Background: an optimization exercise with open tools, aiming at small area, a short achievable clock period and few clock cycles. Do not read the settings as production practice. RTL that was checked went through simulation tests only; none was proved equivalent to the original. Power is estimated from default activity; no workload was simulated.

## branch yarrow
// debounce_ctl
module debounce_ctl (
    input  wire        clk,
    input  wire        rst,
    input  wire        in_valid,
    output wire        in_ready,
    input  wire [7:0]  op,
    input  wire [31:0] period,
    input  wire [9:0]  sample,
    input  wire [31:0] num,
    input  wire [31:0] den,
    input  wire        pin_init,
    output reg         resp_valid,
    output reg         resp_ok,
    output reg         ev_reset,
    output reg         ev_reset_warm,
    output reg         ev_persist,
    output wire [7:0]  persist_val,
    output reg         ev_pulse,
    output wire        ev_diag_liveness,
    output reg         ev_diag_count,
    output wire [8:0]  diag_n,
    output reg         ev_diag_lockdown,
    output reg         ev_act,
    output reg         ev_ind,
    output reg         ev_rearm,
    output reg         act,
    output reg         ind,
    output reg         locked,
    output reg         pwm_valid,
    output reg  [31:0] pwm_on,
    output reg  [31:0] pwm_off
);
    localparam [2:0]  WDT_MAX         = 3'd5;
    localparam [31:0] PWM_PERIOD_INIT = 32'd1000;
    localparam [1:0] FG_IDLE = 2'd0, FG_READY = 2'd1, FG_ON = 2'd2, FG_OFF = 2'd3;
    localparam [1:0] V_EDGE = 2'd0, V_DEB = 2'd1, V_LIV = 2'd2, V_WDT = 2'd3;
    reg              booted;
    reg              pin_level;
    reg              edge_en, edge_pend;
    reg              deb_armed, deb_pend;
    reg [1:0]        deb_count;
    reg [2:0]        timeout_count;
    reg              wdt_pend;
    reg              liv_armed, liv_pend;
    reg              liv_count;
  ...
For scale: ~250 flip-flops, roughly 23,000 um^2 of cells after synthesis.
==> flow/config.mk <==
export PLATFORM = sky130hd
export DESIGN_NAME = debounce_ctl
export DESIGN_NICKNAME = debounce_ctl
export VERILOG_FILES = /design/flow/design.v
export SDC_FILE = /design/flow/constraint.sdc
export NUM_CORES = 4
export LEC_CHECK = 0
export CAP_MARGIN = 20
export CORE_MARGIN = 2
export CORE_UTILIZATION = 50
export SETUP_SLACK_MARGIN = 4
export SLEW_MARGIN = 20
==> flow/constraint.sdc <==
create_clock -name core_clock -period 10.0 [get_ports {clk}]
set_input_delay 2.0000 -clock core_clock [delete_from_list [all_inputs] [get_ports {clk}]]
set_output_delay 2.0000 -clock core_clock [all_outputs]
set_load 0.01 [all_outputs]
run.sh (not shown) runs the stock make flow with config.mk's settings and CLKGATE_MAP_FILE= SYNTH_SCRIPT=/design/flow/synth_recipe.tcl, a recipe that flattens the netlist after the stock synthesis.
branch yarrow finished all stages; the layout is clean.
[inputs] branch maple vs branch yarrow
--- a/flow/design.v
+++ b/flow/design.v
@@ -512,17 +512,17 @@
                 rdy        <= 1'b1;
                 resp_valid <= 1'b1;
                 fg         <= FG_READY;
                 pwm_valid  <= 1'b1;
             end
         end
     end
     always @(posedge clk) begin
-        if (!(busy || fin0)) begin
+        if (in_ready) begin
             sa <= (op[0]) ? num : {22'd0, sample};
             sd <= (op[0]) ? den : 32'd1023;
         end
         if (take && m_start) begin
             pwm_on  <= 32'd0;
             pwm_off <= (p_nz && op[0]) ? num : 32'd0;
             rneg    <= 1'b0;
             s_rem   <= 10'd0;
==> run notes <==
Diff branch yarrow -> branch maple: synthesized area went up; footprint of the multi-input gates was more or less identical; portion of total power attributed to the clock network shows an increase of 7.9 points. Any difference in xor/xnor share of the synthesized area between branch maple and branch yarrow is small enough to ignore. Changes observed in branch maple relative to branch yarrow: synthesized cell count has remained practically unchanged, design area has decreased, post-synthesis mux area share has increased.
Testbench counts of branch maple, summed over its fixed seeds: cycles 34,017.
The RTL of branch yarrow was laid out without a check of its function.


== run 1 ==
Another version of the RTL of debounce_ctl (not shown whole).
For scale: ~220 flip-flops, ~19000 sq um of cells after synthesis.
## debounce_ctl
module debounce_ctl (
    input  wire        clk,
    input  wire        rst,
    input  wire        in_valid,
    output wire        in_ready,
    input  wire [7:0]  op,
    input  wire [31:0] period,
    input  wire [9:0]  sample,
    input  wire [31:0] num,
    input  wire [31:0] den,
    input  wire        pin_init,
    output reg         resp_valid,
    output reg         resp_ok,
    output reg         ev_reset,
    output reg         ev_reset_warm,
    output reg         ev_persist,
    output wire [7:0]  persist_val,
    output reg         ev_pulse,
    output wire        ev_diag_liveness,
    output reg         ev_diag_count,
    output wire [8:0]  diag_n,
    output reg         ev_diag_lockdown,
    output reg         ev_act,
    output reg         ev_ind,
    output reg         ev_rearm,
    output reg         act,
    output reg         ind,
    output reg         locked,
    output reg         pwm_valid,
    output reg  [31:0] pwm_on,
    output reg  [31:0] pwm_off
);
    localparam [2:0]  WDT_MAX         = 3'd5;
    localparam [31:0] PWM_PERIOD_INIT = 32'd1000;
    localparam [1:0] FG_IDLE = 2'd0, FG_READY = 2'd1, FG_ON = 2'd2, FG_OFF = 2'd3;
    localparam [1:0] V_EDGE = 2'd0, V_DEB = 2'd1, V_LIV = 2'd2, V_WDT = 2'd3;
    reg              booted;
    reg              pin_level;
    reg              edge_en, edge_pend;
  ...
clock: 10.0 ns
lec_check: 0
abc_clock_period_in_ps: 3500
cap_margin: 20
core_margin: 2
core_utilization: 60
setup_slack_margin: 5
slew_margin: 20
> inputs changed (run 1 -> run 2)
--- a/flow/design.v
+++ b/flow/design.v
@@ -54,23 +54,24 @@
     reg [2:0]        ev_n;
     assign persist_val      = {5'd0, ev_n};
     assign diag_n           = {6'd0, ev_n};
     assign ev_diag_liveness = ev_pulse;
     reg              busy;           
     reg              fin;            
     reg [31:0]       sa;             
     reg [31:0]       sd;             
     reg [4:0]        bit_k;          
     reg              p_bit;          
     reg              rneg;           
-    assign in_ready = !(busy || fin);
+    reg              rdy;            
+    assign in_ready = rdy;
     wire take = in_valid && in_ready;
     reg              n_booted, n_pin_level, n_edge_en, n_edge_pend;
     reg              n_deb_armed, n_deb_pend;
     reg [1:0]        n_deb_count;
     reg [2:0]        n_timeout_count;
     reg              n_locked, n_wdt_pend;
     reg              n_liv_armed, n_liv_pend;
     reg              n_liv_count;
     reg              n_ind, n_act, n_pwm_enabled, n_pwm_valid;
     reg              n_period_ld;
     reg [1:0]        n_fg;
@@ -366,22 +367,23 @@
     wire        ge2  = !x2[34];
     wire        ge1  = !x1[34];
     wire [31:0] r_nx = ge2 ? x2[31:0] : x1[31:0];
     wire [31:0] q_inc = Q + 32'd1;
     wire [31:0] q_nx  = {ge2 ? q_inc[30:0] : Q[30:0], ge1 & !ge2};
     wire [31:0] on_nx  = ge1 ? q_inc : Q;
     wire [31:0] off_nx = pwm_period + ~Q + {31'd0, !ge1};
     always @(posedge clk) begin
         if (rst) begin
             busy             <= 1'b0;
             fin              <= 1'b0;
+            rdy              <= 1'b1;
             booted           <= 1'b0;
             pin_level        <= 1'b0;
             edge_en          <= 1'b1;
             edge_pend        <= 1'b0;
             deb_armed        <= 1'b0;
             deb_pend         <= 1'b0;
             deb_count        <= 2'd0;
             timeout_count    <= 3'd0;
             locked           <= 1'b0;
             wdt_pend         <= 1'b0;
             liv_armed        <= 1'b0;
@@ -420,40 +422,42 @@
                 pwm_enabled   <= n_pwm_enabled;
                 pwm_valid     <= n_pwm_valid;
                 if (m_reset)          pwm_period <= PWM_PERIOD_INIT;
                 else if (n_period_ld) pwm_period <= period;
                 fg            <= n_fg;
                 frame_valid   <= n_frame_valid;
                 frame_vec     <= n_frame_vec;
                 frame_pc      <= n_frame_pc;
                 store_valid   <= n_store_valid;
                 store_val     <= n_store_val;
                 if (m_start) begin
+                    rdy   <= 1'b0;
                     busy  <= (p_msb != 5'd0);
                     fin   <= (p_msb == 5'd0);
                     bit_k <= p_msb - 5'd1;
                     p_bit <= p_sh[p_msb];
                 end else begin
                     resp_valid <= 1'b1;
                 end
             end
             if (busy) begin
                 bit_k <= bit_k - 5'd1;
                 p_bit <= p_sh[bit_k];
                 if (bit_k == 5'd0) begin
                     busy <= 1'b0;
                     fin  <= 1'b1;
                 end
             end
             if (fin) begin
                 fin        <= 1'b0;
+                rdy        <= 1'b1;
                 resp_valid <= 1'b1;
                 fg         <= FG_READY;
                 pwm_valid  <= 1'b1;
             end
         end
     end
     always @(posedge clk) begin
         if (in_ready) begin
             sa <= (op[0]) ? num : {22'd0, sample};
             sd <= (op[0]) ? den : 32'd1023;
         end
## What came out
Run 2 vs run 1: number of buffers other than clock buffers in the final layout up by more than 10%
[run 2 vs run 1] final critical path time including I/O delays and setup: higher in run 2
Run 2 does better than run 1 on post-synthesis instance area.
In the final design statistics, run 2 uses more standard cells in total than run 1.
Of run 1 and run 2, the run reporting the lower starting utilization of the core area was run 2.
In the tables for run 1 and run 2, post-synthesis share of cell area spent on xor and xnor gates reads higher with run 1.
In the tables for run 1 and run 2, post-route total power reads lower with run 1.
Relative to run 1, sequential standard cell area has increased by about 0.37% in run 2.
Run 1 → run 2: portion of total power attributed to the clock network shrank by 4.2 points; total of clock buffers placed in the layout decreased 14%; largest vdd supply drop shrank by 0.84%.
The faster design of the two is run 1; run 2 tops out lower.
There was hardly any difference in compound-gate portion of the synthesized area between run 2 and run 1.
The final reports for run 2 and run 1 show worst hold-check slack higher in the former.
No run of this note included a check of the RTL's function; only the layout flow was run.

==> separate check: timing with driven ports <==
The results above use ideal ports. As a check the final layouts listed here were re-extracted and re-timed, cells and wires unchanged.
Step 1 sets driving cells, clkbuf_16 on the clock port and buf_2 on the other inputs (assumed; they add their load-dependent delay and slew).
Step 2 also shifts input and output timing later by t, the mid clock arrival at the registers, as if the neighbouring blocks saw the same clock.
Slacks: no drivers / after step 1 / after step 2; pairs: no drivers / after step 1.
run	t, ns	slack for setup (ns)	worst hold slack (ns)	latest minus earliest clock arrival (ns)	worst register clock-pin slew, ns
branch yarrow	0.601	4.069 / 4.104 / 3.502	0.451 / 0.451 / 0.451	0.027 / 0.027	0.06 / 0.06
branch maple	0.614	4.260 / 4.292 / 3.678	0.468 / 0.468 / 0.468	0.013 / 0.014	0.06 / 0.06
run 1	0.604	4.084 / 4.084 / 4.084	0.469 / 0.469 / 0.469	0.015 / 0.014	0.07 / 0.07
run 2	0.599	3.413 / 3.413 / 3.413	0.475 / 0.475 / 0.475	0.016 / 0.015	0.07 / 0.07
After both steps setup and hold are still met in every run listed. For branch maple, which loses most, drivers alone change the setup slack by +0.032 ns; drivers and shift together by -0.582 ns.
